Background: an optimization exercise with open tools, aiming at small area and few clock cycles. Do not read the settings as production practice.
In this exercise RTL edits were held to simulation tests only and were not proved equivalent to the original.
No activity file was given, so power comes from the tool's default toggle rates. The clock port is modelled as an ideal driver; clocking choices that lean on that would not hold on a real chip.

<file path="flow/run.sh">
#!/bin/bash
set -euo pipefail
export CTS_ARGS="-sink_clustering_enable -repair_clock_nets -dont_use_dummy_load -sink_clustering_size 26 -sink_clustering_max_diameter 100"
export BUFFER_PORTS_ARGS="-buffer_cell sky130_fd_sc_hd__buf_1"
bash standard.sh finish > standard.log 2>&1
</file>
<file path="standard.sh">
#!/bin/bash
# synth_recipe.tcl (not shown) runs the flow's synth.tcl, then flattens the netlist and writes it again
# the make line also repeats each setting of config.mk as NAME=value (left out here)
make -C /OpenROAD-flow-scripts/flow DESIGN_CONFIG=/design/flow/config.mk WORK_HOME=/design/flow/orfs CLKGATE_MAP_FILE= SYNTH_SCRIPT=/design/flow/synth_recipe.tcl "${@:-finish}"
</file>
<file path="config.mk">
export PLATFORM = sky130hd
export DESIGN_NAME = dpe
export DESIGN_NICKNAME = dpe
export VERILOG_FILES = /design/flow/design.v
export SDC_FILE = /design/flow/constraint.sdc
export NUM_CORES = 8
export LEC_CHECK = 0
export CAP_MARGIN = 20
export CORE_MARGIN = 2
export CORE_UTILIZATION = 50
export CTS_CLUSTER_DIAMETER = 100
export CTS_CLUSTER_SIZE = 26
export PLACE_DENSITY = 0.6
export SLEW_MARGIN = 20
export SYNTH_HIERARCHICAL = 1
</file>
<file path="constraint.sdc">
create_clock -name core_clock -period 10.0 [get_ports {clk}]
set_input_delay 2.0000 -clock core_clock [delete_from_list [all_inputs] [get_ports {clk}]]
set_output_delay 2.0000 -clock core_clock [all_outputs]
set_load 0.01 [all_outputs]
</file>
<file path="design.v">
module dpe (
    input  wire        clk,
    input  wire        rst,
    input  wire        req_valid,
    output wire        req_ready,
    input  wire [31:0] req_data,
    input  wire        din_valid,
    output wire        din_ready,
    input  wire [7:0]  din_data,
    output wire        rsp_valid,
    input  wire        rsp_ready,
    output wire [31:0] rsp_data,
    output wire        tx_valid,
    input  wire        tx_ready,
    output wire [7:0]  tx_data,
    output wire        tx_last,
    input  wire [8:0]  rd_addr,
    output reg  [7:0]  rd_data
);
    localparam [3:0] OP_CRC16  = 4'h0;
    localparam [3:0] OP_TPOWER = 4'h1;
    localparam [3:0] OP_DECODE = 4'h2;
    localparam [3:0] OP_RXTO   = 4'h3;
    localparam [3:0] OP_SETVOL = 4'h4;
    localparam [3:0] OP_SETOUT = 4'h5;
    localparam [3:0] OP_DB2REG = 4'h6;
    localparam [3:0] OP_TMUTE  = 4'h7;
    localparam [3:0] OP_REG2DB = 4'h8;
    localparam [2:0] S_IDLE = 3'd0;
    localparam [2:0] S_CRC  = 3'd1;
    localparam [2:0] S_DEC  = 3'd2;
    localparam [2:0] S_TX   = 3'd3;
    localparam [2:0] S_RSP  = 3'd4;
    localparam [8:0] P_NAME0 = 9'd23;     
    localparam [8:0] P_NAME1 = 9'd39;     
    localparam [8:0] P_NAMEL = 9'd53;     
    localparam [8:0] P_CH    = 9'd56;     
    localparam [8:0] P_TEXTL = 9'd310;    
    localparam [8:0] P_POW   = 9'd311;
    localparam [8:0] P_MUTE  = 9'd312;
    localparam [8:0] P_VOL   = 9'd314;
    localparam [8:0] P_SAT   = 9'd315;
    function [15:0] crc_byte;
        input [15:0] crc_in;
        input [7:0]  b;
        integer r;
        reg [15:0] c;
        begin
            c = crc_in ^ {b, 8'h00};
            for (r = 0; r < 8; r = r + 1)
                c = c[15] ? ({c[14:0], 1'b0} ^ 16'h1021) : {c[14:0], 1'b0};
            crc_byte = c;
        end
    endfunction
    function [15:0] db2reg;
        input [15:0] h;
        reg [7:0]  kp;
        reg [1:0]  m2;
        reg [6:0]  nrm;
        reg [7:0]  f;
        reg [2:0]  hi;
        begin
            if (!h[15] || h[15:5] == 11'h7FF && h[4:0] >= 5'h0C)
                kp = 8'd19;
            else if (h[14:8] != 7'h7F)
                kp = 8'd255;
            else
                kp = ~h[7:0];
            if (kp[7]) begin
                m2 = 2'd3; nrm = kp[6:0];
                f = {1'b0, nrm} + 8'd1;
            end else if (kp[6]) begin
                m2 = 2'd2; nrm = {kp[5:0], 1'b0};
                f = {1'b0, nrm} + 8'd2;
            end else if (kp[5]) begin
                m2 = 2'd1; nrm = {kp[4:0], 2'b0};
                f = {1'b0, nrm} + 8'd4;
            end else begin
                m2 = 2'd0; nrm = {kp[3:0], 3'b0};
                f = {1'b0, nrm} + 8'd8;
            end
            hi = {1'b0, m2} + {2'b0, f[7]} + 3'd2;
            db2reg = {h[15], 1'b1, 4'b0000, hi, f[6:0]};
        end
    endfunction
    reg [7:0]   seq;
    reg         connected;
    reg         src_valid;
    reg [14:0]  ch_present;
    reg         powered;
    reg         muted;
    reg [3:0]   active_ch;
    reg [7:0]   vol_raw;
    reg         csum_ok;
    reg [2175:0] stg;       
    reg [2175:0] arc;       
    reg [31:0]   stg_src;   
    reg [31:0]   arc_src;   
    reg [2:0]   state;
    reg [3:0]   ph;         
    reg [2:0]   code;       
    reg [15:0]  val;        
    reg [15:0]  cnt;        
    reg [9:0]   pos;        
    reg [2:0]   sop;        
    reg [4:0]   cj;         
    reg [3:0]   ci;         
    reg [14:0]  st_en;      
    reg         st_err;
    reg         hi_ok;
    reg [2:0]   u_st;
    reg         u_bad;
    wire [3:0]  rq_op  = req_data[31:28];
    wire [11:0] rq_rsv = req_data[27:16];
    wire [15:0] rq_arg = req_data[15:0];
    reg rq_illegal;
    always @(*) begin
        rq_illegal = 1'b0;
        if (rq_op > OP_REG2DB || rq_rsv != 12'd0)
            rq_illegal = 1'b1;
        else if ((rq_op == OP_TPOWER || rq_op == OP_RXTO || rq_op == OP_TMUTE) && rq_arg != 16'd0)
            rq_illegal = 1'b1;
        else if (rq_op == OP_SETOUT && rq_arg[15:4] != 12'd0)
            rq_illegal = 1'b1;
        else if (rq_op == OP_REG2DB && rq_arg[15:8] != 8'd0)
            rq_illegal = 1'b1;
    end
    wire [15:0] rq_vol  = db2reg(rq_arg);
    wire [15:0] rq_outp = {7'b0100000, rq_arg[3],
                           rq_arg[3] ? {1'b0, rq_arg[2:0], 4'd0} : {rq_arg[2:0], 5'd0}};
    wire in_text_zone = (pos[8:0] <= P_TEXTL);
    wire aligned      = (ph == pos[3:0]);
    assign req_ready = (state == S_IDLE);
    assign din_ready = (state == S_CRC) || (state == S_DEC && (!in_text_zone || aligned));
    wire frame_ok  = hi_ok && (val[7:0] == din_data);
    wire dec_end   = (state == S_DEC) && din_valid && din_ready && (cnt == 16'd1);
    wire tx_end    = (state == S_TX) && tx_ready && (pos[9:8] == 2'd3) && (pos[7:0] == 8'd141);
    assign rsp_valid = (state == S_RSP) || dec_end || tx_end;
    assign rsp_data  = (state == S_DEC) ? {2'b00, st_err, !st_err && !frame_ok, 12'd0, st_err ? val : 16'd0}
                                        : {1'b0, code, 12'd0, val};
    wire req_fire = req_valid && req_ready;
    wire din_fire = din_valid && din_ready;
    wire tx_fire  = tx_valid && tx_ready;
    wire [7:0] c_idx = pos[7:0];
    wire       c_a   = (sop == 3'd1) ? !powered : (sop == 3'd7) ? !muted : 1'b0;
    reg [7:0] tx_octet;
    always @(*) begin
        case (c_idx)
            8'd0:    tx_octet = 8'h44;
            8'd1:    tx_octet = 8'h72;
            8'd3:    tx_octet = seq;
            8'd5:    tx_octet = {1'b0, seq[7:1]};
            8'd6:    tx_octet = {7'd0, c_a};
            8'd7:    tx_octet = {5'd0, sop};
            8'd8:    tx_octet = cnt[15:8];
            8'd9:    tx_octet = cnt[7:0];
            8'd12:   tx_octet = val[15:8];
            8'd13:   tx_octet = val[7:0];
            default: tx_octet = 8'h00;
        endcase
    end
    assign tx_valid = (state == S_TX);
    assign tx_data  = tx_octet;
    assign tx_last  = (c_idx == 8'd141);
    wire [15:0] crc_next = crc_byte(val, (state == S_TX) ? tx_octet : din_data);
    wire in_name0  = (pos[8:0] >= P_NAME0) && (pos[8:0] < P_NAME1);
    wire in_name1  = (pos[8:0] >= P_NAME1) && (pos[8:0] <= P_NAMEL);
    wire in_name   = in_name0 || in_name1;
    wire name_last = (pos[8:0] == P_NAMEL);
    wire in_chreg  = (pos[8:0] >= P_CH) && (pos[8:0] <= P_TEXTL);
    wire is_flag   = in_chreg && (cj == 5'd0);
    wire in_ch     = in_chreg && (cj != 5'd0);
    wire ch_last   = in_chreg && (cj == 5'd16);
    wire in_text    = in_name || in_ch;
    wire text_start = (pos[8:0] == P_NAME0) || (in_ch && cj == 5'd1);
    wire text_last  = name_last || ch_last;
    wire d_cont = (din_data[7:6] == 2'b10);
    reg [2:0] un_st;
    reg       un_bad;
    reg [2:0] uc_st;
    always @(*) begin
        uc_st  = text_start ? 3'd0 : u_st;
        un_bad = text_start ? 1'b0 : u_bad;
        un_st  = 3'd0;
        case (uc_st)
        3'd0: begin
            if (!din_data[7])
                un_st = 3'd0;
            else if (din_data >= 8'hC2 && din_data <= 8'hDF)
                un_st = 3'd1;
            else if (din_data == 8'hE0)
                un_st = 3'd3;
            else if (din_data == 8'hED)
                un_st = 3'd4;
            else if (din_data[7:4] == 4'hE)
                un_st = 3'd2;
            else if (din_data == 8'hF0)
                un_st = 3'd6;
            else if (din_data == 8'hF4)
                un_st = 3'd7;
            else if (din_data >= 8'hF1 && din_data <= 8'hF3)
                un_st = 3'd5;
            else
                un_bad = 1'b1;
        end
        3'd1: if (!d_cont) un_bad = 1'b1;
        3'd2: begin un_st = 3'd1; if (!d_cont) un_bad = 1'b1; end
        3'd3: begin un_st = 3'd1; if (din_data[7:5] != 3'b101) un_bad = 1'b1; end
        3'd4: begin un_st = 3'd1; if (din_data[7:5] != 3'b100) un_bad = 1'b1; end
        3'd5: begin un_st = 3'd2; if (!d_cont) un_bad = 1'b1; end
        3'd6: begin un_st = 3'd2; if (!d_cont || din_data[5:4] == 2'b00) un_bad = 1'b1; end
        default: begin un_st = 3'd2; if (din_data[7:4] != 4'h8) un_bad = 1'b1; end
        endcase
    end
    wire field_bad     = un_bad || (un_st != 3'd0);
    wire field_checked = name_last || (ch_last && st_en[14]);
    wire frame_dfire = (state == S_DEC) && din_fire;
    wire copy        = (state == S_DEC) && !in_text_zone && !st_err;
    wire [2175:0] stg_n;
    wire [2175:0] arc_n;
    always @(posedge clk) begin
        stg <= stg_n;
        arc <= arc_n;
    end
    genvar gr;
    generate
        for (gr = 0; gr < 17; gr = gr + 1) begin : g_ring
            localparam integer PR = (gr == 0) ? 23 : (gr == 1) ? 39 : (57 + 17 * (gr - 2));
            localparam integer Q  = PR % 16;
            wire wr = frame_dfire &&
                      ((gr == 0) ? in_name0 :
                       (gr == 1) ? in_name1 : (in_ch && ci == (gr - 2)));
            wire cp = copy && ((gr < 2) ? 1'b1 : st_en[(gr < 2) ? 0 : gr - 2]);
            wire [127:0] s_rot = {stg[gr*128 +: 120], stg[gr*128 + 120 +: 8]};
            wire [127:0] a_rot = {arc[gr*128 +: 120], arc[gr*128 + 120 +: 8]};
            wire [7:0]   s_ins;
            wire [7:0]   a_ins;
            dpe_sel2 #(.W(8)) u_sins (.s(wr), .sn(!wr), .a(din_data), .b(s_rot[Q*8 +: 8]), .y(s_ins));
            dpe_sel2 #(.W(8)) u_ains (.s(cp), .sn(!cp), .a(s_rot[Q*8 +: 8]), .b(a_rot[Q*8 +: 8]), .y(a_ins));
            genvar gk;
            for (gk = 0; gk < 16; gk = gk + 1) begin : g_oct
                if (gk == Q) begin : g_ins
                    assign stg_n[gr*128 + gk*8 +: 8] = s_ins;
                    assign arc_n[gr*128 + gk*8 +: 8] = a_ins;
                end else begin : g_rot
                    assign stg_n[gr*128 + gk*8 +: 8] = s_rot[gk*8 +: 8];
                    assign arc_n[gr*128 + gk*8 +: 8] = a_rot[gk*8 +: 8];
                end
            end
        end
    endgenerate
    wire src_wr = frame_dfire && (pos[8:0] < 9'd4);
    wire [7:0] src_ins;
    wire [7:0] asrc_ins;
    dpe_sel2 #(.W(8)) u_srcins  (.s(src_wr), .sn(!src_wr), .a(din_data), .b(stg_src[31:24]), .y(src_ins));
    dpe_sel2 #(.W(8)) u_asrcins (.s(copy), .sn(!copy), .a(stg_src[31:24]), .b(arc_src[31:24]), .y(asrc_ins));
    always @(posedge clk) begin
        stg_src <= {stg_src[23:0], src_ins};
        arc_src <= {arc_src[23:0], asrc_ins};
    end
    wire        rd_in_ring = (rd_addr >= 9'd16) && (rd_addr <= 9'd287) && (rd_addr != 9'd47);
    reg  [4:0]  rd_rq;        
    reg         rd_small;
    reg  [3:0]  rd_sa;        
    always @(posedge clk) begin
        rd_rq    <= rd_in_ring ? (rd_addr[8:4] - 5'd1) : 5'd31;
        rd_small <= (rd_addr[8:4] == 5'd0);
        rd_sa    <= rd_addr[3:0];
    end
    wire [3:0]  rd_pq = ph - rd_sa - 4'd1;    
    wire [16:0] rd_rhot_n;
    wire [15:0] rd_phot_n;
    genvar gh;
    generate
        for (gh = 0; gh < 17; gh = gh + 1) begin : g_rh
            assign rd_rhot_n[gh] = (rd_rq != gh);
        end
        for (gh = 0; gh < 16; gh = gh + 1) begin : g_ph
            assign rd_phot_n[gh] = (rd_pq != gh);
        end
    endgenerate
    wire [271:0] rd_sel;
    genvar gx, gy;
    generate
        for (gx = 0; gx < 17; gx = gx + 1) begin : g_selr
            for (gy = 0; gy < 16; gy = gy + 1) begin : g_selp
                assign rd_sel[gx*16 + gy] = !(rd_rhot_n[gx] | rd_phot_n[gy]);
            end
        end
    endgenerate
    wire [7:0] ring_octet;
    dpe_rdmux u_rdmux (.sel(rd_sel), .d(arc), .q(ring_octet));
    wire [1:0]  src_p     = ph[1:0] - rd_sa[1:0] - 2'd1;
    wire [7:0]  src_octet = arc_src[src_p*8 +: 8];
    reg [7:0] small_value;
    always @(*) begin
        small_value = 8'h00;
        if (rd_small) begin
            case (rd_sa)
                4'd0: small_value = seq;
                4'd1: small_value = {3'd0, csum_ok, muted, powered, src_valid, connected};
                4'd2: small_value = {4'd0, active_ch};
                4'd3: small_value = vol_raw;
                4'd4, 4'd5, 4'd6, 4'd7: small_value = src_octet;
                4'd8: small_value = ch_present[7:0];
                4'd9: small_value = {1'b0, ch_present[14:8]};
                default: small_value = 8'h00;
            endcase
        end
    end
    always @(*)
        rd_data = ring_octet | small_value;
    always @(posedge clk) begin
        if (rst) begin
            state      <= S_IDLE;
            ph         <= 4'd0;
            seq        <= 8'd0;
            connected  <= 1'b0;
            src_valid  <= 1'b0;
            ch_present <= 15'd0;
            powered    <= 1'b0;
            muted      <= 1'b0;
            active_ch  <= 4'd0;
            vol_raw    <= 8'd0;
            csum_ok    <= 1'b0;
        end else begin
            ph <= ph + 4'd1;
            case (state)
            S_IDLE: if (req_fire) begin
                code <= 3'd0;
                val  <= 16'd0;
                pos  <= 10'd0;
                if (rq_illegal) begin
                    code  <= 3'd4;
                    state <= S_RSP;
                end else begin
                    case (rq_op)
                    OP_CRC16: begin
                        cnt   <= rq_arg;
                        val   <= 16'hFFFF;
                        state <= (rq_arg == 16'd0) ? S_RSP : S_CRC;
                        if (rq_arg == 16'd0)
                            val <= 16'd0;
                    end
                    OP_DECODE: begin
                        if (rq_arg < 16'd512 || rq_arg > 16'd1024) begin
                            code  <= 3'd3;
                            val   <= rq_arg;
                            state <= S_RSP;
                        end else begin
                            cnt    <= rq_arg + 16'd4;
                            val    <= 16'hFFFF;
                            st_err <= 1'b0;
                            cj     <= 5'd0;
                            ci     <= 4'd0;
                            state  <= S_DEC;
                        end
                    end
                    OP_RXTO: begin
                        connected <= 1'b0;
                        state     <= S_RSP;
                    end
                    OP_REG2DB: begin
                        val   <= {8'd0, rq_arg[7:0]} - 16'd195;
                        state <= S_RSP;
                    end
                    OP_DB2REG: begin
                        val   <= rq_vol;
                        state <= S_RSP;
                    end
                    default: begin
                        sop <= rq_op[2:0];
                        cnt <= (rq_op == OP_SETVOL) ? rq_vol :
                               (rq_op == OP_SETOUT) ? rq_outp : 16'd0;
                        val <= 16'hFFFF;
                        state <= connected ? S_TX : S_RSP;
                        if (!connected)
                            val <= 16'd0;
                    end
                    endcase
                end
            end
            S_CRC: if (din_fire) begin
                val <= crc_next;
                cnt <= cnt - 16'd1;
                if (cnt == 16'd1)
                    state <= S_RSP;
            end
            S_DEC: if (din_fire) begin
                cnt <= cnt - 16'd1;
                if (pos[8:0] != P_SAT)
                    pos <= pos + 10'd1;
                if (pos[8:0] >= 9'd4 && cnt > 16'd2 && !st_err)
                    val <= crc_next;
                if (cnt == 16'd2)
                    hi_ok <= (val[15:8] == din_data);
                if (in_chreg) begin
                    if (cj == 5'd16) begin
                        cj <= 5'd0;
                        ci <= ci + 4'd1;
                    end else begin
                        cj <= cj + 5'd1;
                    end
                end
                if (is_flag)
                    st_en <= {din_data == 8'h31, st_en[14:1]};
                if (in_text) begin
                    u_st    <= un_st;
                    u_bad   <= un_bad;
                end
                if (text_last && field_checked && field_bad && !st_err) begin
                    st_err <= 1'b1;
                    val    <= name_last ? 16'h001F : {12'd0, ci};
                end
                if (!st_err) begin
                    if (pos[8:0] == P_POW)
                        powered <= din_data[7];
                    if (pos[8:0] == P_MUTE) begin
                        muted     <= din_data[1];
                        active_ch <= din_data[5:2];
                    end
                    if (pos[8:0] == P_VOL)
                        vol_raw <= din_data;
                end
                if (cnt == 16'd1) begin
                    state <= rsp_ready ? S_IDLE : S_RSP;
                    if (st_err) begin
                        code <= 3'd2;
                    end else begin
                        code       <= frame_ok ? 3'd0 : 3'd1;
                        val        <= 16'd0;
                        connected  <= 1'b1;
                        src_valid  <= 1'b1;
                        csum_ok    <= frame_ok;
                        ch_present <= ch_present | st_en;
                    end
                end
            end
            S_TX: if (tx_fire) begin
                if (c_idx < 8'd12)
                    val <= crc_next;
                if (c_idx == 8'd13)
                    val <= 16'd0;
                if (c_idx == 8'd141) begin
                    pos <= {pos[9:8] + 2'd1, 8'd0};
                    seq <= seq + 8'd1;
                    if (pos[9:8] == 2'd3)
                        state <= rsp_ready ? S_IDLE : S_RSP;
                    else
                        val <= 16'hFFFF;
                end else begin
                    pos <= pos + 10'd1;
                end
            end
            S_RSP: if (rsp_ready)
                state <= S_IDLE;
            default: state <= S_IDLE;
            endcase
        end
    end
endmodule
module dpe_rdmux (
    input  wire [271:0]  sel,
    input  wire [2175:0] d,
    output wire [7:0]    q
);
    localparam integer NG = 91;    
    wire [273:0]  sel_x = {2'b00, sel};
    wire [2191:0] d_x   = {16'd0, d};
    wire [8*NG-1:0] g;
    genvar b, k;
    generate
        for (b = 0; b < 8; b = b + 1) begin : g_bit
            for (k = 0; k < NG; k = k + 1) begin : g_grp
                dpe_aoi3 u_aoi (
                    .s0(sel_x[3*k]),     .d0(d_x[(3*k)*8 + b]),
                    .s1(sel_x[3*k + 1]), .d1(d_x[(3*k + 1)*8 + b]),
                    .s2(sel_x[3*k + 2]), .d2(d_x[(3*k + 2)*8 + b]),
                    .y(g[b*NG + k]));
            end
            assign q[b] = ~&g[b*NG +: NG];
        end
    endgenerate
endmodule
module dpe_aoi3 (
    input  wire s0, d0, s1, d1, s2, d2,
    output wire y
);
    assign y = ~((s0 & d0) | (s1 & d1) | (s2 & d2));
endmodule
module dpe_sel2 #(parameter integer W = 8) (
    input  wire         s,
    input  wire         sn,
    input  wire [W-1:0] a,
    input  wire [W-1:0] b,
    output wire [W-1:0] y
);
    assign y = ({W{s}} & a) | ({W{sn}} & b);
endmodule
</file>
==> results of run 1 <==
## registers in the layout, indices dropped and copies added (netlist names), 5 cells and up
signal,cells
cnt,16
st_en,15
rd_rq,5
cj,5
vol_raw,8
val,16
arc,2176
stg,2176
arc_src,32
pos,10
ch_present,15
stg_src,32
seq,8
## routing by layer
layer | routed length, um | share of wire
met4 | 12730 | 0.043
met5 | 13 | 0.000044
met1 | 131700 | 0.45
met3 | 22440 | 0.076
met2 | 129000 | 0.44
## Yosys cell counts, types with 16 or more instances
cell type | number | area [um^2]
and3_1 | 22 | 137.6
clkbuf_1 | 103 | 386.6
inv_1 | 73 | 274.0
nor2b_1 | 34 | 212.7
buf_6 | 37 | 416.7
a222oi_1 | 732 | 7327
a211oi_1 | 20 | 150.1
nand4_1 | 201 | 1257
nor4_1 | 60 | 375.4
o22ai_1 | 17 | 106.4
nand3_1 | 84 | 420.4
xor2_1 | 32 | 280.3
dfxtp_1 | 4473 | 89550
xnor2_1 | 61 | 534.3
edfxtp_1 | 78 | 2342
o21ai_0 | 52 | 260.3
mux2i_1 | 33 | 330.3
nor3_1 | 43 | 215.2
ha_1 | 31 | 387.9
a21o_1 | 16 | 120.1
a22o_1 | 291 | 2549
a21oi_1 | 86 | 430.4
nand2_1 | 150 | 563.0
nand2b_1 | 22 | 137.6
buf_4 | 17 | 127.6
nor2_1 | 424 | 1592
buf_2 | 52 | 260.3
## cells in the final DEF, fill, tap and decap left out, drive strengths merged, types with 17 or more instances in the layout
cell type / netlist / routed
a222oi: 732 / 732
buf: 115 / 160
dfxtp: 4473 / 4473
and3: 22 / 22
nor4: 63 / 63
nor3: 45 / 45
conb: 2 / 29
a21oi: 88 / 88
a211oi: 21 / 21
inv: 73 / 73
nand4: 201 / 201
mux2i: 33 / 33
clkbuf: 103 / 203
nor2b: 34 / 34
nor2: 426 / 426
xor2: 33 / 33
ha: 31 / 31
nand3: 86 / 86
o22ai: 17 / 17
a22o: 291 / 291
nand2b: 22 / 22
edfxtp: 78 / 78
xnor2: 65 / 65
o21ai: 58 / 58
nand2: 150 / 150
## per-module statistics from Yosys, one instance, submodules excluded, excerpt
module | flops+latches | copies in the design
dpe | 4551 | 1
dpe_rdmux | 0 | 1
dpe_aoi3 | 0 | 728
## cell type report
| cell class | count | area [um^2] | share of cell area |
|---|---|---|---|
| flip-flops and latches | 4551 | 91890 | 0.7559 |
| multi-input cells | 2680 | 19830 | 0.1632 |
| clock buffers | 195 | 4880 | 0.04014 |
| well taps | 2992 | 3744 | 0.03080 |
| repair buffers | 168 | 919.6 | 0.007565 |
| inverters | 74 | 277.8 | 0.002285 |
| diodes | 7 | 17.52 | 0.0001441 |
## power groups by stage
| stage | Combinational [uW] | Clock (uW) | Sequential (uW) |
|---|---|---|---|
| after floorplan | 203 | 0 | 18600 |
| after detailed placement | 410 | 0 | 18600 |
| after CTS | 411 | 8830 | 18200 |
| after global routing | 430 | 9470 | 18200 |
| after global placement | 406 | 0 | 18600 |
| final | 416 | 8620 | 18200 |
## worst min path at each step
stage,from,to,cells past startpoint
after global placement,stg[789],stg[797],0
final,stg[1032],stg[1040],0
after detailed placement,stg[1495],stg[1503],0
after global routing,stg[1032],stg[1040],0
after CTS,stg[1032],stg[1040],0
after floorplan,stg[120],stg[0],0
## kinds of logic after synthesis
logic type	count (synthesis)
other cells	2
buf+inv	292
simple gates	1137
flops	4551
mux	47
fa+ha+maj	32
xor+xnor	98
compound gates	1337
## worst max-delay path, stage by stage, from the launching register on
cell	delay, ns
dfxtp_1	0.46
inv_1	0.17
ha_1	0.18
inv_1	0.06
fa_1	0.94
nor2_1	0.25
nand2_2	0.90
nor2_1	0.42
a222oi_1	0.97
nand4_1	0.34
nor4_1	0.78
and4_1	0.47
nand3_1	0.18
a21o_1	0.25
buf_1	0.14
## through the flow
stage                     setup WS (ns)    util  area (um^2)  power [uW]  instances
final                            0.6108  0.5410       121600       27230      10667
after global routing             0.5073  0.5410       121500       28100      10661
after CTS                        0.6575  0.5409       121500       27430      10660
after detailed placement          1.605  0.5192       116700       19020      10465
after global placement            1.698  0.5190       116600       19020      10463
after floorplan                   4.265       -       113100       18800       7523
==> results.cfg, run 1 <==
[critical_path]
cp_max_fo = 17
startpoint = rd_sa[0]
r2r_start = state[1]
startpoint_type = flop
cp.required_ns = 8.00
r2r_end = stg[600]
rr_worst_depth = 7
r2r_setup_slack_ns = 4.64
critPathKind = flop to output port
cp-end-kind = output port
cp-endpoint = rd_data[0]
cp.arrival_ns = 7.39

[worst_hold_path]
hp-class = flop to flop

[clock_network]
clk_pin_slew_ns = 0.10
cts_tree = yes
clock_latency_ns = 0.91
numCtsBuffers = 195
postCtsHoldBufs = 0
post_cts_buffers = 0
clkSinkCount = 4551
clockBufferDepth = 3
cts_resized = 0
ctsRootBufferMaster = clkbuf_16
htree_levels = 4

[global_routing]
gr-total-overflow = 0
first_global_vias = 58400
grt_pass1_wl_mm = 417.1
grt_use_met1 = 0.3598
antenna_found_initial = 18
grt_max_degree = 41
grt.total_usage = 0.2504
use_met3 = 0.04058
grt_busiest_layer = met2
met2_usage = 0.3789

[pwr]
power_density_mw_per_mm2 = 224.0
sequentialPowerShare = 0.668
p_clk_frac = 0.317
swShare = 0.2014
peakVddDrop_uv = 177.8
switchingPower_uw = 5485
p_comb_frac = 0.015
p_int_uw = 21750
power.leakage_uw = 0.04544

[layout]
syn2layout_area_growth_pct = 7.564
drive_above_1_share = 0.04630
fillers = 18401
nets = 7757

[synthesis]
syn_inst = 7496
synth_edf_count = 78
synth.yosys.warnings = 7
synthSimpleGateAreaFrac = 0.05066
synthAdderAreaFrac = 0.003609
synth_compound_area_frac = 0.1061
synth.mux.area_fraction = 0.005215
avgSynthCellArea_um2 = 15.08
synth-xor-area-share = 0.007927
postSynth.asyncResetShare = 0
ys_seq_area_frac = 0.8131
netlist_area_mm2 = 0.1130
ys.flop_type = dfxtp_1
ys_seq_elements = 4551
synth_top_family_by_area = compound AO/OA/AOI/OAI gates
synth.distinct_cells = 95

[routing]
drtIter0Drc = 10072
vias = 62093
ant_nets = 0
wirelength_mm = 295.9
drc = 0
vias_per_cell = 5.821
post_drt_wl_per_cell_um = 27.74
drt-pass1-iter-count = 13

[floorplanning]
rows = 174
coreArea_mm2 = 0.2247
die_y_um = 479.4
initial_core_util = 0.5030
die_w_um = 479.4
die_area_mm2 = 0.2298
io_pins = 108

[placed_design]
place_congestion = 0.9733
hpwl_mm = 214.0
numPortBuffers = 94

[timing]
fin_skew_ns = 0.1049
min_period_ns = 9.389
whs_ns = 0.2449
setup_viol_count_final = 0
worst_pin_slew_ns = 1.187
rsz0062_at_grt = false
fmax_mhz = 106.5
fin_crit_sh = 0.9389
finalHoldViolCount = 0
finalMaxSlewViolations = 0
tns_ns = 0
slew_headroom = 0.2016

[job]
drv_cap = 0

[outcome]
status = timing/DRC/antenna clean
Testbench counts, summed over its fixed seeds: cycles 185,920.
==> run 2, diff against run 1 <==
--- a/design.v
+++ b/design.v
@@ -143,22 +143,23 @@
     wire tx_fire  = tx_valid && tx_ready;
     wire [7:0] c_idx = pos[7:0];
     wire       c_a   = (sop == 3'd1) ? !powered : (sop == 3'd7) ? !muted : 1'b0;
-    reg [7:0] tx_octet;
-    always @(*) begin
-        case (c_idx)
-            8'd0:    tx_octet = 8'h44;
-            8'd1:    tx_octet = 8'h72;
-            8'd3:    tx_octet = seq;
-            8'd5:    tx_octet = {1'b0, seq[7:1]};
-            8'd6:    tx_octet = {7'd0, c_a};
-            8'd7:    tx_octet = {5'd0, sop};
-            8'd8:    tx_octet = cnt[15:8];
-            8'd9:    tx_octet = cnt[7:0];
-            8'd12:   tx_octet = val[15:8];
-            8'd13:   tx_octet = val[7:0];
-            default: tx_octet = 8'h00;
-        endcase
-    end
+    wire       c_low = (c_idx[7:4] == 4'd0);
+    wire [7:0] tx_octet;
+    wire [9:0] tx_sel;
+    assign tx_sel[0] = c_low && (c_idx[3:0] == 4'd0);
+    assign tx_sel[1] = c_low && (c_idx[3:0] == 4'd1);
+    assign tx_sel[2] = c_low && (c_idx[3:0] == 4'd3);
+    assign tx_sel[3] = c_low && (c_idx[3:0] == 4'd5);
+    assign tx_sel[4] = c_low && (c_idx[3:0] == 4'd6);
+    assign tx_sel[5] = c_low && (c_idx[3:0] == 4'd7);
+    assign tx_sel[6] = c_low && (c_idx[3:0] == 4'd8);
+    assign tx_sel[7] = c_low && (c_idx[3:0] == 4'd9);
+    assign tx_sel[8] = c_low && (c_idx[3:0] == 4'd12);
+    assign tx_sel[9] = c_low && (c_idx[3:0] == 4'd13);
+    dpe_rdmux #(.N(10)) u_txmux (
+        .sel(tx_sel),
+        .d({val[7:0], val[15:8], cnt[7:0], cnt[15:8], 5'd0, sop, 7'd0, c_a, 1'b0, seq[7:1], seq, 8'h72, 8'h44}),
+        .q(tx_octet));
     assign tx_valid = (state == S_TX);
     assign tx_data  = tx_octet;
     assign tx_last  = (c_idx == 8'd141);
@@ -288,28 +289,26 @@
             end
         end
     endgenerate
-    wire [7:0] ring_octet;
-    dpe_rdmux u_rdmux (.sel(rd_sel), .d(arc), .q(ring_octet));
-    wire [1:0]  src_p     = ph[1:0] - rd_sa[1:0] - 2'd1;
-    wire [7:0]  src_octet = arc_src[src_p*8 +: 8];
-    reg [7:0] small_value;
-    always @(*) begin
-        small_value = 8'h00;
-        if (rd_small) begin
-            case (rd_sa)
-                4'd0: small_value = seq;
-                4'd1: small_value = {3'd0, csum_ok, muted, powered, src_valid, connected};
-                4'd2: small_value = {4'd0, active_ch};
-                4'd3: small_value = vol_raw;
-                4'd4, 4'd5, 4'd6, 4'd7: small_value = src_octet;
-                4'd8: small_value = ch_present[7:0];
-                4'd9: small_value = {1'b0, ch_present[14:8]};
-                default: small_value = 8'h00;
-            endcase
-        end
-    end
+    wire [1:0]  src_p   = ph[1:0] - rd_sa[1:0] - 2'd1;
+    wire        rd_srcr = rd_small && (rd_sa[3:2] == 2'b01);
+    wire [9:0]  sm_sel;
+    assign sm_sel[0] = rd_small && (rd_sa == 4'd0);
+    assign sm_sel[1] = rd_small && (rd_sa == 4'd1);
+    assign sm_sel[2] = rd_small && (rd_sa == 4'd2);
+    assign sm_sel[3] = rd_small && (rd_sa == 4'd3);
+    assign sm_sel[4] = rd_srcr && (src_p == 2'd0);
+    assign sm_sel[5] = rd_srcr && (src_p == 2'd1);
+    assign sm_sel[6] = rd_srcr && (src_p == 2'd2);
+    assign sm_sel[7] = rd_srcr && (src_p == 2'd3);
+    assign sm_sel[8] = rd_small && (rd_sa == 4'd8);
+    assign sm_sel[9] = rd_small && (rd_sa == 4'd9);
+    wire [79:0] sm_d = {1'b0, ch_present[14:8], ch_present[7:0], arc_src,
+                        vol_raw, 4'd0, active_ch,
+                        3'd0, csum_ok, muted, powered, src_valid, connected, seq};
+    wire [7:0] rd_q;
+    dpe_rdmux #(.N(282)) u_rdmux (.sel({sm_sel, rd_sel}), .d({sm_d, arc}), .q(rd_q));
     always @(*)
-        rd_data = ring_octet | small_value;
+        rd_data = rd_q;
     always @(posedge clk) begin
         if (rst) begin
             state      <= S_IDLE;
@@ -459,14 +458,14 @@
         end
     end
 endmodule
-module dpe_rdmux (
-    input  wire [271:0]  sel,
-    input  wire [2175:0] d,
-    output wire [7:0]    q
+module dpe_rdmux #(parameter integer N = 272) (
+    input  wire [N-1:0]   sel,
+    input  wire [8*N-1:0] d,
+    output wire [7:0]     q
 );
-    localparam integer NG = 91;    
-    wire [273:0]  sel_x = {2'b00, sel};
-    wire [2191:0] d_x   = {16'd0, d};
+    localparam integer NG = (N + 2) / 3;    
+    wire [3*NG-1:0]   sel_x = {{(3*NG-N){1'b0}}, sel};
+    wire [24*NG-1:0]  d_x   = {{(24*NG-8*N){1'b0}}, d};
     wire [8*NG-1:0] g;
     genvar b, k;
     generate
==> run 2 against run 1 <==
Still clean. Design area fell by 0.14%. Combinational power shrank 5.5%. Final cell count increased by 0.20%. Total power hardly changed. Sequential power barely moved. Clock skew increased by 0.0086 ns. Register-to-register slack better by 0.68 ns. Critical endpoint unchanged. Largest power group unchanged.
==> results.cfg, run 2 <==
[pwr]
switchingPower_uw = 5484
p_comb_frac = 0.014
peakVddDrop_uv = 173.2
swShare = 0.2014
p_int_uw = 21750
p_clk_frac = 0.318
power_density_mw_per_mm2 = 224.4
power.leakage_uw = 0.04529
sequentialPowerShare = 0.668

[layout]
final_common_cell = dfxtp_1
drive_above_1_share = 0.04215
syn2layout_area_growth_pct = 7.866
multi_input_area_mm2 = 0.01967
fillers = 18347
nets = 7776
final_cell_mix = dfxtp_1 (4473), a222oi_1 (786), nor2_1 (425), a22o_1 (288), nand4_1 (216)
top_regs = arc x2176, stg x2176
seq_area_mm2 = 0.09189

[critical_path]
startpoint_type = flop
cp-end-kind = output port
cp_max_fo = 13
r2r_end = stg[875]
r2r_start = pos[3]
startpoint = rd_sa[0]
rr_worst_depth = 10
cp-endpoint = rd_data[0]
cp.arrival_ns = 6.57
critPathKind = flop to output port
cp.required_ns = 8.00
r2r_setup_slack_ns = 5.32

[routing]
drc = 0
vias_per_cell = 5.817
post_drt_wl_per_cell_um = 28.51
wirelength_mm = 304.7
drt-pass1-iter-count = 11
vias = 62173
ant_nets = 0
drtIter0Drc = 10732

[floorplanning]
coreArea_mm2 = 0.2242
io_pins = 108
die_y_um = 478.4
die_w_um = 478.4
initial_core_util = 0.5019
die_area_mm2 = 0.2289
rows = 174

[timing]
worst_pin_slew_ns = 1.249
whs_ns = 0.2221
finalMaxSlewViolations = 0
rsz0062_at_grt = false
setup_viol_count_final = 0
min_period_ns = 8.575
fin_crit_sh = 0.8575
tns_ns = 0
fmax_mhz = 116.6
finalHoldViolCount = 0
slew_headroom = 0.1643
fin_skew_ns = 0.1135

[global_routing]
grt_pass1_wl_mm = 428.6
antenna_found_initial = 18
gr-total-overflow = 0
grt_max_degree = 55
first_global_vias = 58374
grt.total_usage = 0.2597

[placed_design]
place_congestion = 1.036
numPortBuffers = 94
hpwl_mm = 223.5

[synthesis]
netlist_area_mm2 = 0.1125
avgSynthCellArea_um2 = 15.13
synth-xor-area-share = 0.007471
yosys-top-cells-area = dfxtp_1 (80%), a222oi_1 (7.0%), a22o_1 (2.2%)
ys_seq_area_frac = 0.8165
synth_common_cells = dfxtp_1 (4473), a222oi_1 (786), nor2_1 (426), a22o_1 (288), nand4_1 (216)
synth.distinct_cells = 90
synthSimpleGateAreaFrac = 0.04932
yosysTopAreaCell = dfxtp_1
synth_most_common_cell = dfxtp_1
syn_inst = 7439
synthAdderAreaFrac = 0.003625
synth_compound_area_frac = 0.1081
ys_seq_elements = 4551
postSynth.asyncResetShare = 0
synth_top_area_frac = 0.7957
synth.mux.area_fraction = 0.002502
synth.yosys.warnings = 7
ys.flop_type = dfxtp_1
synth_top_family_by_area = compound AO/OA/AOI/OAI gates
synth_edf_count = 78

[outcome]
status = timing/DRC/antenna clean

[clock_network]
clockBufferDepth = 3
clock_latency_ns = 0.89
cts_resized = 0
clkSinkCount = 4551
ctsRootBufferMaster = clkbuf_16
post_cts_buffers = 0
numCtsBuffers = 196
postCtsHoldBufs = 0
clk_pin_slew_ns = 0.10
cts_tree = yes
htree_levels = 4

[worst_hold_path]
hp-class = flop to flop
worstHoldStart = stg[1959]

[job]
drv_cap = 0
## run 2: power by group through the flow
stage                     combinational [uW]  sequential, uW  clock (uW)
final                                    393           18200        8660
after global routing                     408           18200        9490
after CTS                                387           18200        8840
after detailed placement                 385           18600           0
after global placement                   382           18600           0
after floorplan                          185           18600           0
## run 2: how the worst min path moves through the flow
stage	to	slack, ns	cells past startpoint
2_1_floorplan	stg[0]	0.31	0
3_3_place_gp	stg[284]	0.31	0
3_5_place_dp	stg[1140]	0.31	0
4_1_cts	stg[1967]	0.21	0
5_1_grt	stg[1967]	0.21	0
6_report	stg[1967]	0.22	0
## run 2: through the flow
step | util | total power [uW] | cell area (um^2) | instances | setup WS, ns
floorplan | - | 18780 | 112800 | 7518 | 4.614
global placement | 0.5191 | 18990 | 116400 | 10482 | 2.280
detailed placement | 0.5194 | 18990 | 116500 | 10483 | 2.366
CTS | 0.5412 | 27420 | 121400 | 10679 | 1.389
global route | 0.5413 | 28090 | 121400 | 10681 | 1.322
finish | 0.5413 | 27240 | 121400 | 10688 | 1.425
## run 2: logic make-up after synthesis
| group | count (synthesis) |
|---|---|
| compound gates | 1344 |
| xor+xnor | 96 |
| fa+ha+maj | 32 |
| buf+inv | 262 |
| flops | 4551 |
| mux | 28 |
| other cells | 3 |
| simple gates | 1123 |
## run 2: modules after synthesis (local to each module, per instance), excerpt
module	flip-flops and latches	cell area (um^2)	cells
dpe	4551	99940	6030
dpe_aoi3	0	10.01	1
## run 2: cell type report
cell class | instances | area share
Multi-Input combinational cell | 2705 | 0.1620
Tap cell | 2992 | 0.03084
Sequential cell | 4551 | 0.7570
Clock buffer | 196 | 0.04040
Timing Repair Buffer | 165 | 0.007390
Antenna cell | 9 | 0.0001855
Inverter | 70 | 0.002165
## run 2: routing by layer
metal	track usage	up-vias	wire length [um]
met5	0	-	37
met4	0.09538	6	12520
met3	0.04842	458	26550
met2	0.3754	2893	127300
met1	0.3868	31003	138300
li1	-	27813	-
## run 2: worst max-delay path: stages, from the launching register on
cell and delay, ns:
dfxtp_1 0.41, inv_1 0.08, ha_1 0.19, inv_1 0.08
fa_1 0.56, nor2b_1 0.28, nand2_2 0.74, nor2_1 0.33
a222oi_1 0.80, nand4_1 0.38, nor4_1 0.89, and4_1 0.35
nand3_1 0.34, buf_1 0.25
Testbench counts of run 2, summed over its fixed seeds: cycles 185,920.
==> run 3, diff against run 2 <==
==> flow/run.sh (replaced) <==
#!/bin/bash
set -euo pipefail
export CTS_ARGS="-sink_clustering_enable -repair_clock_nets -dont_use_dummy_load -sink_clustering_size 30 -sink_clustering_max_diameter 80"
export BUFFER_PORTS_ARGS="-buffer_cell sky130_fd_sc_hd__buf_1"
bash standard.sh finish > standard.log 2>&1
--- a/config.mk
+++ b/config.mk
@@ -8,8 +8,6 @@
 export CAP_MARGIN = 20
 export CORE_MARGIN = 2
 export CORE_UTILIZATION = 50
-export CTS_CLUSTER_DIAMETER = 100
-export CTS_CLUSTER_SIZE = 26
 export PLACE_DENSITY = 0.6
 export SLEW_MARGIN = 20
 export SYNTH_HIERARCHICAL = 1
==> run 3 against run 2 <==
Still clean on timing, DRC and antenna. First-iteration DRC count down 0.66%. Synthesized area unchanged. Wire length is 0.29% lower. Global-route usage is 0.11 points lower. Critical path type unchanged.
==> results.cfg, run 3 <==
[clock_network]
post_cts_buffers = 0
clkSinkCount = 4551
cts_resized = 0
cts_tree = yes
clk_pin_slew_ns = 0.10
numCtsBuffers = 180
clockBufferDepth = 3
htree_levels = 4
postCtsHoldBufs = 0
clock_latency_ns = 0.90
ctsRootBufferMaster = clkbuf_16

[synthesis]
synth_top_family_by_area = compound AO/OA/AOI/OAI gates
synthSimpleGateAreaFrac = 0.04932
ys_seq_elements = 4551
ys.flop_type = dfxtp_1
synth.mux.area_fraction = 0.002502
postSynth.asyncResetShare = 0
synth_top_area_frac = 0.7957
synth_compound_area_frac = 0.1081
synth.distinct_cells = 90
ys_seq_area_frac = 0.8165
yosys-top-cells-area = dfxtp_1 (80%), a222oi_1 (7.0%), a22o_1 (2.2%)
synth_most_common_cell = dfxtp_1
synth-xor-area-share = 0.007471
synth_common_cells = dfxtp_1 (4473), a222oi_1 (786), nor2_1 (426), a22o_1 (288), nand4_1 (216)
netlist_area_mm2 = 0.1125
synth.yosys.warnings = 7
synthAdderAreaFrac = 0.003625
yosysTopAreaCell = dfxtp_1
syn_inst = 7439
synth_edf_count = 78
avgSynthCellArea_um2 = 15.13

[timing]
slew_headroom = 0.2145
setup_viol_count_final = 0
whs_ns = 0.2369
fin_crit_sh = 0.8594
rsz0062_at_grt = false
min_period_ns = 8.594
fmax_mhz = 116.4
setup_ws_ns = 1.406
fin_skew_ns = 0.1275
tns_ns = 0
worst_pin_slew_ns = 1.174
finalMaxSlewViolations = 0
finalHoldViolCount = 0

[floorplanning]
coreArea_mm2 = 0.2242
rows = 174
die_w_um = 478.4
io_pins = 108
die_area_mm2 = 0.2289
initial_core_util = 0.5019
die_y_um = 478.4

[critical_path]
cp-end-kind = output port
startpoint_type = flop
path_buf_inv = 2
cp_top_family = simple AND/OR/NAND/NOR gates
cp_max_fo = 13
critPathKind = flop to output port
crit_slowest_cell = nor4_1
crit_chain = inv_1 > ha_1 > a21o_1 > a21oi_1 > xor2_1 > nor2_1 > nand2_2 > nor2_1 > a222oi_1 > nand4_1 > nor4_1 > and4_1 > nand3_1 > buf_1
slowest_delay_ns = 0.92
cp.arrival_ns = 6.59
path_common_cell = nor2_1
cp.required_ns = 8.00

[layout]
final_cell_mix = dfxtp_1 (4473), a222oi_1 (786), nor2_1 (425), a22o_1 (288), nand4_1 (216)
drive_above_1_share = 0.04015
final_core_util = 0.5395
syn2layout_area_growth_pct = 7.504
final_common_cell = dfxtp_1
top_regs = arc x2176, stg x2176
nets = 7760
fillers = 18377

[global_routing]
grt_max_degree = 55
grt_pass1_wl_mm = 426.4
first_global_vias = 58048
grt.total_usage = 0.2586
antenna_found_initial = 21
gr-total-overflow = 0

[routing]
wirelength_mm = 303.9
drc = 0
drt-pass1-iter-count = 17
vias = 62043
ant_nets = 0
drtIter0Drc = 10661
post_drt_wl_per_cell_um = 28.48
vias_per_cell = 5.815

[worst_hold_path]
hp-class = flop to flop

[outcome]
status = timing/DRC/antenna clean

[placed_design]
numPortBuffers = 94
place_congestion = 1.036
hpwl_mm = 223.5
pre_cts_slack_ns = 2.366

[pwr]
power_density_mw_per_mm2 = 222.3
peakVddDrop_uv = 181.6
power.leakage_uw = 0.04510

[job]
drv_cap = 0
run 3: cell types whose count changed in the layout (fill, tap and decap cells not counted):
cell	before	now
clkbuf_16	196	180
diode_2	9	6
run 3: area by class of cell:
| cell class | instances | area, um^2 | area share |
|---|---|---|---|
| flip-flops and latches | 4551 | 91890 | 0.7595 |
| multi-input cells | 2705 | 19670 | 0.1626 |
| clock buffers | 180 | 4504 | 0.03723 |
| well taps | 2992 | 3744 | 0.03094 |
| repair buffers | 165 | 897.1 | 0.007415 |
| inverters | 70 | 262.8 | 0.002172 |
| diodes | 6 | 15.01 | 0.0001241 |
run 3: per-layer routing:
| layer | vias up | wire, um | track usage |
|---|---|---|---|
| li1 | 27778 | - | - |
| met1 | 30958 | 138800 | 0.3846 |
| met2 | 2843 | 127100 | 0.3749 |
| met3 | 452 | 25900 | 0.04865 |
| met4 | 12 | 11990 | 0.09311 |
| met5 | - | 76 | 0 |
run 3: logic make-up (layout without fill, tap and decap cells):
group,count (synthesis),count (layout)
other cells,3,88
mux,28,28
buf+inv,262,415
compound gates,1344,1344
xor+xnor,96,96
flops,4551,4551
fa+ha+maj,32,32
simple gates,1123,1123
run 3: path summary, 6_finish.rpt:
kind	startpoint	to	slack [ns]	depth (start not counted)
min reg2reg	stg[1761]	stg[1769]	0.24	0
max reg2reg	pos[3]	stg[879]	5.37	10
min	stg[1761]	stg[1769]	0.24	0
max	rd_sa[1]	rd_data[0]	1.41	14
run 3: modules after synthesis, one instance, submodules excluded, a selection:
module    cell area (um^2)  flops+latches  cells
dpe                  99940           4551   6030
dpe_aoi3             10.01              0      1
run 3: metrics by stage:
stage                     area [um^2]  total power [uW]  instances
after floorplan                112800             18780       7518
after global placement         116400             18990      10482
after detailed placement       116500             18990      10483
after CTS                      121000             27060      10663
after global routing           121000             27720      10665
final                          121000             26890      10669
run 3: power breakdown:
group / leakage, uW / internal [uW] / switching, uW
clock network: 0.00222 / 3240 / 5070
logic: 0.00615 / 86.2 / 307
registers: 0.0367 / 18200 / 22.1
total: 0.0451 / 21500 / 5400

## port drivers added, routing unchanged
No port has a modelled driver above. Below, the same layouts with a new extraction and two added sets of constraints. Step 1: set_driving_cell puts a clkbuf_16 on clk and a buf_2 on each other input, an assumption about the parent block. Step 2 times the ports against the registers' clock, not the clock port: input delays grow and output delays shrink by t, the midpoint of the rising clock arrivals with the driver on. Slacks: ideal ports / drivers / drivers and shift; pairs: ideal ports / drivers.
run	t (ns)	slack for setup (ns)	worst hold slack (ns)	latest minus earliest clock arrival (ns)	cell pins on the clock port's net
run 1	0.942	0.611 / 0.521 / 1.463	0.245 / 0.245 / 0.245	0.120 / 0.120	1
run 2	0.931	1.425 / 1.335 / 2.267	0.222 / 0.222 / 0.222	0.133 / 0.133	1
run 3	0.922	1.406 / 1.317 / 2.239	0.237 / 0.237 / 0.237	0.143 / 0.144	1
After both steps setup and hold are still met in every run listed.
